This is an optimization exercise on Yosys and OpenROAD, whose aim is small area, not a production implementation.
Function was checked by simulation only, so behaviour that the tests miss may differ from the original.
The flow treats the clock pin as an ideal source, which a real chip does not have.
Power and IR drop assume default switching activity.

==> run a <==
Design x10_core, start of the top module:
module x10_core (
    input  wire       clk,
    input  wire       rst,             
    input  wire       cfg_variant_b,
    input  wire [2:0] cfg_sel,
    input  wire [2:0] cfg_max,
    input  wire [2:0] cfg_mult,
    input  wire [3:0] cfg_house,
    input  wire [1:0] cfg_idle,
    input  wire       ev_valid,
    input  wire [1:0] ev_kind,         
    input  wire [7:0] ev_data,
    output wire       ev_ready,
    output wire       tx_valid,
    output wire [7:0] tx_data,
    input  wire       tx_ready,
    output wire       od_valid,
    output wire [2:0] od_slot,
    output wire [2:0] mux_slot,
    output wire       rep_valid,
    output wire [7:0] rep_byte,
    output reg        want_resync
);
==> flow/config.mk <==
export PLATFORM = sky130hd
export DESIGN_NAME = x10_core
export DESIGN_NICKNAME = x10_core
export VERILOG_FILES = /design/flow/design.v
export SDC_FILE = /design/flow/constraint.sdc
export NUM_CORES = 4
export LEC_CHECK = 0
export CAP_MARGIN = 20
export CORE_MARGIN = 2
export CORE_UTILIZATION = 70
export SLEW_MARGIN = 20
==> flow/constraint.sdc <==
create_clock -name core_clock -period 10.0 [get_ports {clk}]
set_input_delay 2.0000 -clock core_clock [delete_from_list [all_inputs] [get_ports {clk}]]
set_output_delay 2.0000 -clock core_clock [all_outputs]
set_load 0.01 [all_outputs]
standard.sh (not shown) runs the stock make flow with config.mk's settings and CLKGATE_MAP_FILE= SYNTH_SCRIPT=/design/flow/synth_recipe.tcl, a recipe that flattens the netlist after the stock synthesis.
==> flow/flow/run.sh <==
#!/bin/bash
# Own layout flow: the standard flow (standard.sh, all ORFS steps) with
#  - the standard synthesis script (synth_recipe.tcl), except that its ABC
#    call uses the area-oriented mapping script flow/area.abc; the registers
#    are mapped before ABC runs, so they are the standard synthesis's
#  - the settings in flow/extra.mk added to the standard flow's config.mk, and
#    flow/clock_sizing.tcl run around clock_tree_synthesis (PRE_CTS_TCL)
# Each tool's full output is in own_flow.log and in ORFS's logs under orfs/.
set -euo pipefail
W=$(pwd)
F="$W/flow"
{
  echo "proc abc {args} { set i [lsearch -exact \$args -script]; if {\$i >= 0} { lset args [expr {\$i + 1}] {$F/area.abc} }; yosys abc {*}\$args }"
  cat "$W/synth_recipe.tcl"
} > "$W/own_synth.tcl"
cp "$W/config.mk" "$W/own_config.mk"
cat "$F/extra.mk" >> "$W/own_config.mk"
echo "export PRE_CTS_TCL = $F/clock_sizing.tcl" >> "$W/own_config.mk"
sed -e "s#SYNTH_SCRIPT=[^ ]*#SYNTH_SCRIPT=$W/own_synth.tcl#" \
    -e "s#DESIGN_CONFIG=[^ ]*#DESIGN_CONFIG=$W/own_config.mk#" \
    "$W/standard.sh" > "$W/own_standard.sh"
bash "$W/own_standard.sh" > "$W/own_flow.log" 2>&1
==> flow/flow/area.abc <==
strash
&get -n
&deepsyn -I 2 -J 100
&put
strash
&get -n
&st
&dch -f
&nf -a -R 1000
&put
strash
&get -n
&st
&dch -f
&nf -a -R 1000
&put
topo
==> flow/flow/clock_sizing.tcl <==
# PRE_CTS_TCL: after the standard clock_tree_synthesis, each clock buffer is
# tried in the smaller sizes MCTS_SMALL (smallest first) and left at the
# first size that keeps the worst clock-pin slew of the flip-flops it feeds
# under MCTS_SLEW (ns), as estimated from placement; else it is left as CTS
# made it. Leaf buffers go first, then the root.
if {[info commands orig_clock_tree_synthesis] == ""} {
  rename clock_tree_synthesis orig_clock_tree_synthesis
}
proc mcts_worst_slew {} {
  set worst 0
  foreach p [get_pins -hierarchical */CLK] {
    set s [get_property $p slew_max]
    if {$s > $worst} { set worst $s }
  }
  return $worst
}
proc clock_tree_synthesis {args} {
  orig_clock_tree_synthesis {*}$args
  set_propagated_clock [all_clocks]
  set limit $::env(MCTS_SLEW)
  set bufs {}
  set root {}
  foreach inst [[ord::get_db_block] getInsts] {
    set name [$inst getName]
    if {![string match "clkbuf_*" $name]} { continue }
    if {$name == "clkbuf_0_clk"} { set root $inst } else { lappend bufs $inst }
  }
  if {$root != ""} { lappend bufs $root }
  foreach inst $bufs {
    set big [$inst getMaster]
    set kept [$big getName]
    foreach cell $::env(MCTS_SMALL) {
      set m [[ord::get_db] findMaster $cell]
      if {[$m getArea] >= [$big getArea]} { continue }
      $inst swapMaster $m
      estimate_parasitics -placement
      set worst [mcts_worst_slew]
      if {$worst <= $limit} { set kept $cell; break }
      $inst swapMaster $big
    }
    puts "clock buffer sizing: [$inst getName] is $kept"
  }
  estimate_parasitics -placement
  puts "clock buffer sizing: worst clock-pin slew [mcts_worst_slew] ns"
}
==> flow/flow/extra.mk <==
# Appended to the standard flow's config.mk by run.sh.
# Port buffers: the smallest buffer (the outputs drive 0.01 pF).
export BUFFER_PORTS_ARGS = -buffer_cell sky130_fd_sc_hd__buf_1
# Clock tree: clkbuf_8 buffers, no dummy loads.
export CTS_ARGS = -sink_clustering_enable -repair_clock_nets -buf_list sky130_fd_sc_hd__clkbuf_8 -dont_use_dummy_load
# After CTS, each clock buffer is made the smallest of these sizes that keeps
# every flip-flop clock slew under 110 ps (flow/clock_sizing.tcl, set as
# PRE_CTS_TCL by run.sh).
export MCTS_SMALL = sky130_fd_sc_hd__clkbuf_2 sky130_fd_sc_hd__clkbuf_4
export MCTS_SLEW = 0.110
# No half/full-adder cell extraction: ABC maps the few small counters with
# the rest of the logic, which comes out smaller.
export ADDER_MAP_FILE =
==> run b (differences from run a) <==
--- a/flow/design.v
+++ b/flow/design.v
@@ -12,63 +12,63 @@
     output reg        od_valid,
     output wire [2:0] od_slot,
     output wire [2:0] mux_slot
 );
     reg       m3, m4;
     reg [2:0] scan_mult;
     reg [1:0] idle_mode;
-    reg [2:0] cam;
+    reg [4:1] cam;
     reg       scan;
     reg [3:0] tcnt;
-    assign mux_slot = cam;
+    assign mux_slot = {cam[4], cam[2] | cam[3], cam[1] | cam[3]};
     assign od_slot  = mux_slot;
     wire idle_scan = (idle_mode == 2'd0);
     wire idle_prio = (idle_mode == 2'd1);
-    wire [2:0] max_c  = {m4, !m4, m3 & !m4};
-    wire       at_max = cam[2] | (cam[1] & (!m3 | (cam[0] & !m4)));    
-    wire [2:0] prev_c = (cam[2:1] == 2'b00) ? max_c : cam - 3'd1;
-    wire [2:0] next_c = at_max ? 3'd1 : cam + 3'd1;
+    wire       low   = !(cam[4] | cam[3] | cam[2]);           
+    wire [4:1] prev_c = {low & m4, cam[4] | (low & m3 & !m4), cam[3] | (low & !m3), cam[2]};
+    wire [4:1] next_c = {cam[3] & m4, cam[2] & m3, cam[1],
+                         !(cam[1] | cam[2] | cam[3]) | (cam[2] & !m3) | (cam[3] & !m4)};
     wire [2:0] k = act_unit;
     wire [4:1] u_hot = {k == 3'b110, k == 3'b100, k == 3'b111, k == 3'b101};
-    wire [2:0] u_bin = {u_hot[4], u_hot[2] | u_hot[3], u_hot[1] | u_hot[3]};
     wire u_ok  = u_hot[1] | u_hot[2] | (u_hot[3] & m3) | (u_hot[4] & m4);
     wire u5    = (k == 3'b001);
     wire u6    = (k == 3'b011);
-    wire hit   = (|u_hot) & (u_bin == cam);
+    wire hit   = |(u_hot & cam);
     wire a_row  = act_valid & (u_ok | u5 | u6);
     wire a_sel  = act_valid & act_on & u_ok;                      
     wire a_off  = act_valid & !act_on & hit;                      
     wire a_scan = act_valid & act_on & u5;
     wire a_sel0 = act_valid & !act_on & u5;
     wire a_prev = act_valid & act_on & u6;
     wire a_next = act_valid & !act_on & u6;
     wire t_wrap = slow_tick & (tcnt == 4'd0);
     wire pol    = a_off | (t_wrap & !scan);                       
     wire p_scan = pol & idle_scan;
     wire p_prio = pol & idle_prio;
     wire go_nxt = a_next | (t_wrap & scan);
     wire stop   = a_sel | a_sel0 | a_prev | a_next | p_prio;      
     wire start  = a_scan | p_scan;                                
-    wire [2:0] nx_cam = a_sel  ? u_bin :
+    wire [4:1] nx_cam = a_sel  ? u_hot :
                         a_prev ? prev_c :
                         go_nxt ? next_c :
-                        p_prio ? 3'd1 :
-                        a_sel0 ? 3'd0 : cam;
+                        p_prio ? 4'b0001 :
+                        a_sel0 ? 4'b0000 : cam;
     wire nx_scan = !stop & (start | scan);
-    wire nx_od   = a_prev | go_nxt | (a_sel & !hit) | (a_sel0 & |cam) | (p_prio & (cam != 3'd1));
+    wire nx_od   = a_prev | go_nxt | (a_sel & !hit) | (a_sel0 & |cam) | (p_prio & !cam[1]);
     wire t_clr   = t_wrap | (a_row & !(scan & !stop));
     wire t_inc   = slow_tick & !t_wrap;
     always @(posedge clk) begin
         if (load) begin
             m3        <= cfg_max[2] | cfg_max[0];
             m4        <= cfg_max[2];
             scan_mult <= cfg_mult;
             idle_mode <= cfg_idle;
             tcnt      <= (cfg_idle == 2'd0) ? {1'b0, cfg_mult} : 4'd12;
-            cam       <= (cfg_idle == 2'd1) ? 3'd1 : cfg_sel;
+            cam       <= (cfg_idle == 2'd1) ? 4'b0001 :
+                         {cfg_sel == 3'd4, cfg_sel == 3'd3, cfg_sel == 3'd2, cfg_sel == 3'd1};
             scan      <= (cfg_idle == 2'd0);
             od_valid  <= 1'b1;
         end else begin
             cam       <= nx_cam;
             scan      <= nx_scan;
             if (t_clr | t_inc)
                 tcnt  <= t_clr ? (nx_scan ? {1'b0, scan_mult} : 4'd12) : tcnt - 4'd1;
@@ -160,15 +160,15 @@
     wire       pay_func = q[0];
     wire [3:0] pay_act  = {(mine && pay_func && ev_data[3:1] == 3'b001) ?
                            tl[2:0] : 3'd0, !ev_data[0]};
     wire       b_valid = !ev_data[7] && ev_data[2:0] == 3'd0 && !(ev_data[6] && ev_data[3]);
     wire [3:0] b_act   = {b_valid & !ev_data[6], ev_data[4], b_valid & !ev_data[3], !ev_data[5]};
     wire [3:0] push_act = variant_b ? b_act : pay_act;
     wire b_go = (cnt == 4'd4) && (ev_data == 8'hAD) && (tl != q[31:28]);
-    wire tk_wrap   = variant_b ? tk[2] : (tk == 6'd59);
+    wire tk_wrap   = variant_b ? tk[3] : (tk == 6'b010100);
     wire slow_tick = acc_tick && (!variant_b || tk_wrap);
     wire       act_valid = (mode == M_RUN);
     wire [2:0] act_unit  = q[3:1];
     wire       act_on    = q[0];
     x10_ctrl u_ctrl (
         .clk       (clk),
         .load      (load),
@@ -259,15 +259,15 @@
             endcase
             if (acc_tick) begin
                 if (variant_b) tl <= 4'd0;
                 if (tk_wrap) begin
                     tk <= 6'd0;
                     if (!variant_b) want_resync <= 1'b1;
                 end else begin
-                    tk <= tk + 6'd1;
+                    tk <= {tk[4:0], !(tk[5] ^ tk[4])};
                 end
             end
             if (acc_sync && mode == M_IDLE)
                 want_resync <= 1'b0;
         end
     end
 endmodule
==> flow/flow/run.sh (replaced) <==
#!/bin/bash
# Own layout flow: the standard flow (standard.sh, all ORFS steps) with
#  - the standard synthesis script (synth_recipe.tcl), except that its ABC
#    call uses the area-oriented mapping script flow/area.abc; the registers
#    are mapped before ABC runs, so they are the standard synthesis's
#  - the settings in flow/extra.mk added to the standard flow's config.mk, and
#    flow/leaf_cts.tcl run around clock_tree_synthesis (PRE_CTS_TCL)
# Each tool's full output is in own_flow.log and in ORFS's logs under orfs/.
set -euo pipefail
W=$(pwd)
F="$W/flow"
{
  echo "proc abc {args} { set i [lsearch -exact \$args -script]; if {\$i >= 0} { lset args [expr {\$i + 1}] {$F/area.abc} }; yosys abc {*}\$args }"
  cat "$W/synth_recipe.tcl"
} > "$W/own_synth.tcl"
cp "$W/config.mk" "$W/own_config.mk"
cat "$F/extra.mk" >> "$W/own_config.mk"
echo "export PRE_CTS_TCL = $F/leaf_cts.tcl" >> "$W/own_config.mk"
sed -e "s#SYNTH_SCRIPT=[^ ]*#SYNTH_SCRIPT=$W/own_synth.tcl#" \
    -e "s#DESIGN_CONFIG=[^ ]*#DESIGN_CONFIG=$W/own_config.mk#" \
    "$W/standard.sh" > "$W/own_standard.sh"
bash "$W/own_standard.sh" > "$W/own_flow.log" 2>&1
==> flow/flow/area.abc (replaced) <==
strash
&get -n
&deepsyn -I 1 -J 100
&put
strash
&get -n
&st
&dch -f
&nf -a -R 1000
&put
strash
&get -n
&st
&dch -f
&nf -a -R 1000
&put
topo
==> flow/flow/extra.mk (replaced) <==
# Appended to the standard flow's config.mk by run.sh.
# Port buffers: the smallest buffer (the outputs drive 0.01 pF).
export BUFFER_PORTS_ARGS = -buffer_cell sky130_fd_sc_hd__buf_1
# Clock tree: clkbuf_8 buffers, no dummy loads.
export CTS_ARGS = -sink_clustering_enable -repair_clock_nets -buf_list sky130_fd_sc_hd__clkbuf_8 -dont_use_dummy_load
# After CTS, leaf buffers whose flip-flops keep a clock slew under 110 ps
# are made clkbuf_4 (flow/leaf_cts.tcl, set as PRE_CTS_TCL by run.sh).
export MCTS_SMALL = sky130_fd_sc_hd__clkbuf_4
export MCTS_SLEW = 0.110
==> flow/flow/leaf_cts.tcl (new file) <==
# PRE_CTS_TCL: after the standard clock_tree_synthesis, each leaf clock
# buffer is tried one size smaller (MCTS_SMALL) and kept so only while the
# worst clock-pin slew of its flip-flops stays under MCTS_SLEW (ns), as
# estimated from placement.
if {[info commands orig_clock_tree_synthesis] == ""} {
  rename clock_tree_synthesis orig_clock_tree_synthesis
}
proc clock_tree_synthesis {args} {
  orig_clock_tree_synthesis {*}$args
  set_propagated_clock [all_clocks]
  estimate_parasitics -placement
  set small [[ord::get_db] findMaster $::env(MCTS_SMALL)]
  set limit $::env(MCTS_SLEW)
  foreach inst [[ord::get_db_block] getInsts] {
    set name [$inst getName]
    if {![string match "clkbuf_*" $name] || $name == "clkbuf_0_clk"} { continue }
    set big [$inst getMaster]
    $inst swapMaster $small
    estimate_parasitics -placement
    set worst 0
    foreach it [[[$inst findITerm X] getNet] getITerms] {
      if {[$it isInputSignal] || [[$it getMTerm] getName] == "CLK"} {
        set p [get_pins [$it getName /]]
        set s [get_property $p slew_max]
        if {$s > $worst} { set worst $s }
      }
    }
    if {$worst > $limit} {
      $inst swapMaster $big
      puts "leaf CTS: $name kept [$big getName] ($worst ns)"
    } else {
      puts "leaf CTS: $name now $::env(MCTS_SMALL) ($worst ns)"
    }
  }
  estimate_parasitics -placement
}
- CORE_UTILIZATION: 70 -> 40
removed: flow/flow/clock_sizing.tcl
==> summary.txt <==
item                                                                     run b        run a
Length of routed wiring on met1                                        3.92 mm      3.05 mm
Met1 Track Usage GR                                                      0.218        0.359
Shortest period the worst path allows                                  4570 ps      4540 ps
Initial DRC Count                                                          186          263
Largest net degree at the start of global routing                           26           25
Power attributed to the clock group                                 0.000147 W   0.000127 W
Clock sink count                                                            72           71
Leakage Power                                                          1.36 nW      1.25 nW
Die width                                                               101 µm      75.3 µm
Run status                                            timing/DRC/antenna clean  timing/DRC/antenna clean
Post-synthesis instance area                                       0.00377 mm²  0.00355 mm²
Share of the synthesized area in compound gates (AO/OA/AOI/OAI)          0.163        0.164
Crit share post-route                                                    0.457        0.454
Core utilization of the finished layout                                  0.446        0.790
Fraction of synthesized cell area taken by the top area cell type        0.414        0.431

==> what the ideal ports hide <==
The flow's constraints put no driver on any port. The routed layouts listed below were extracted and timed again, unchanged, in two steps. Step 1, drivers: a clkbuf_16 drives clk and a buf_2 each remaining input, both assumed. Step 2, shift: input delay + t, output delay - t, t = (earliest + latest rising clock arrival at the registers) / 2. This alone moves slack from input paths to output paths. a / b / c = ideal ports / drivers / drivers and shift; a / b = the first two.
run	t (ns)	setup slack, ns	hold slack, ns
run a	0.512	5.462 / 5.470 / 4.957	0.394 / 0.394 / 0.394
run b	0.368	5.427 / 5.432 / 5.064	0.394 / 0.394 / 0.394
After both steps every run listed still meets setup and hold. The setup slack of run a, which loses most, moves by +0.008 ns with the drivers and by -0.505 ns with both steps.
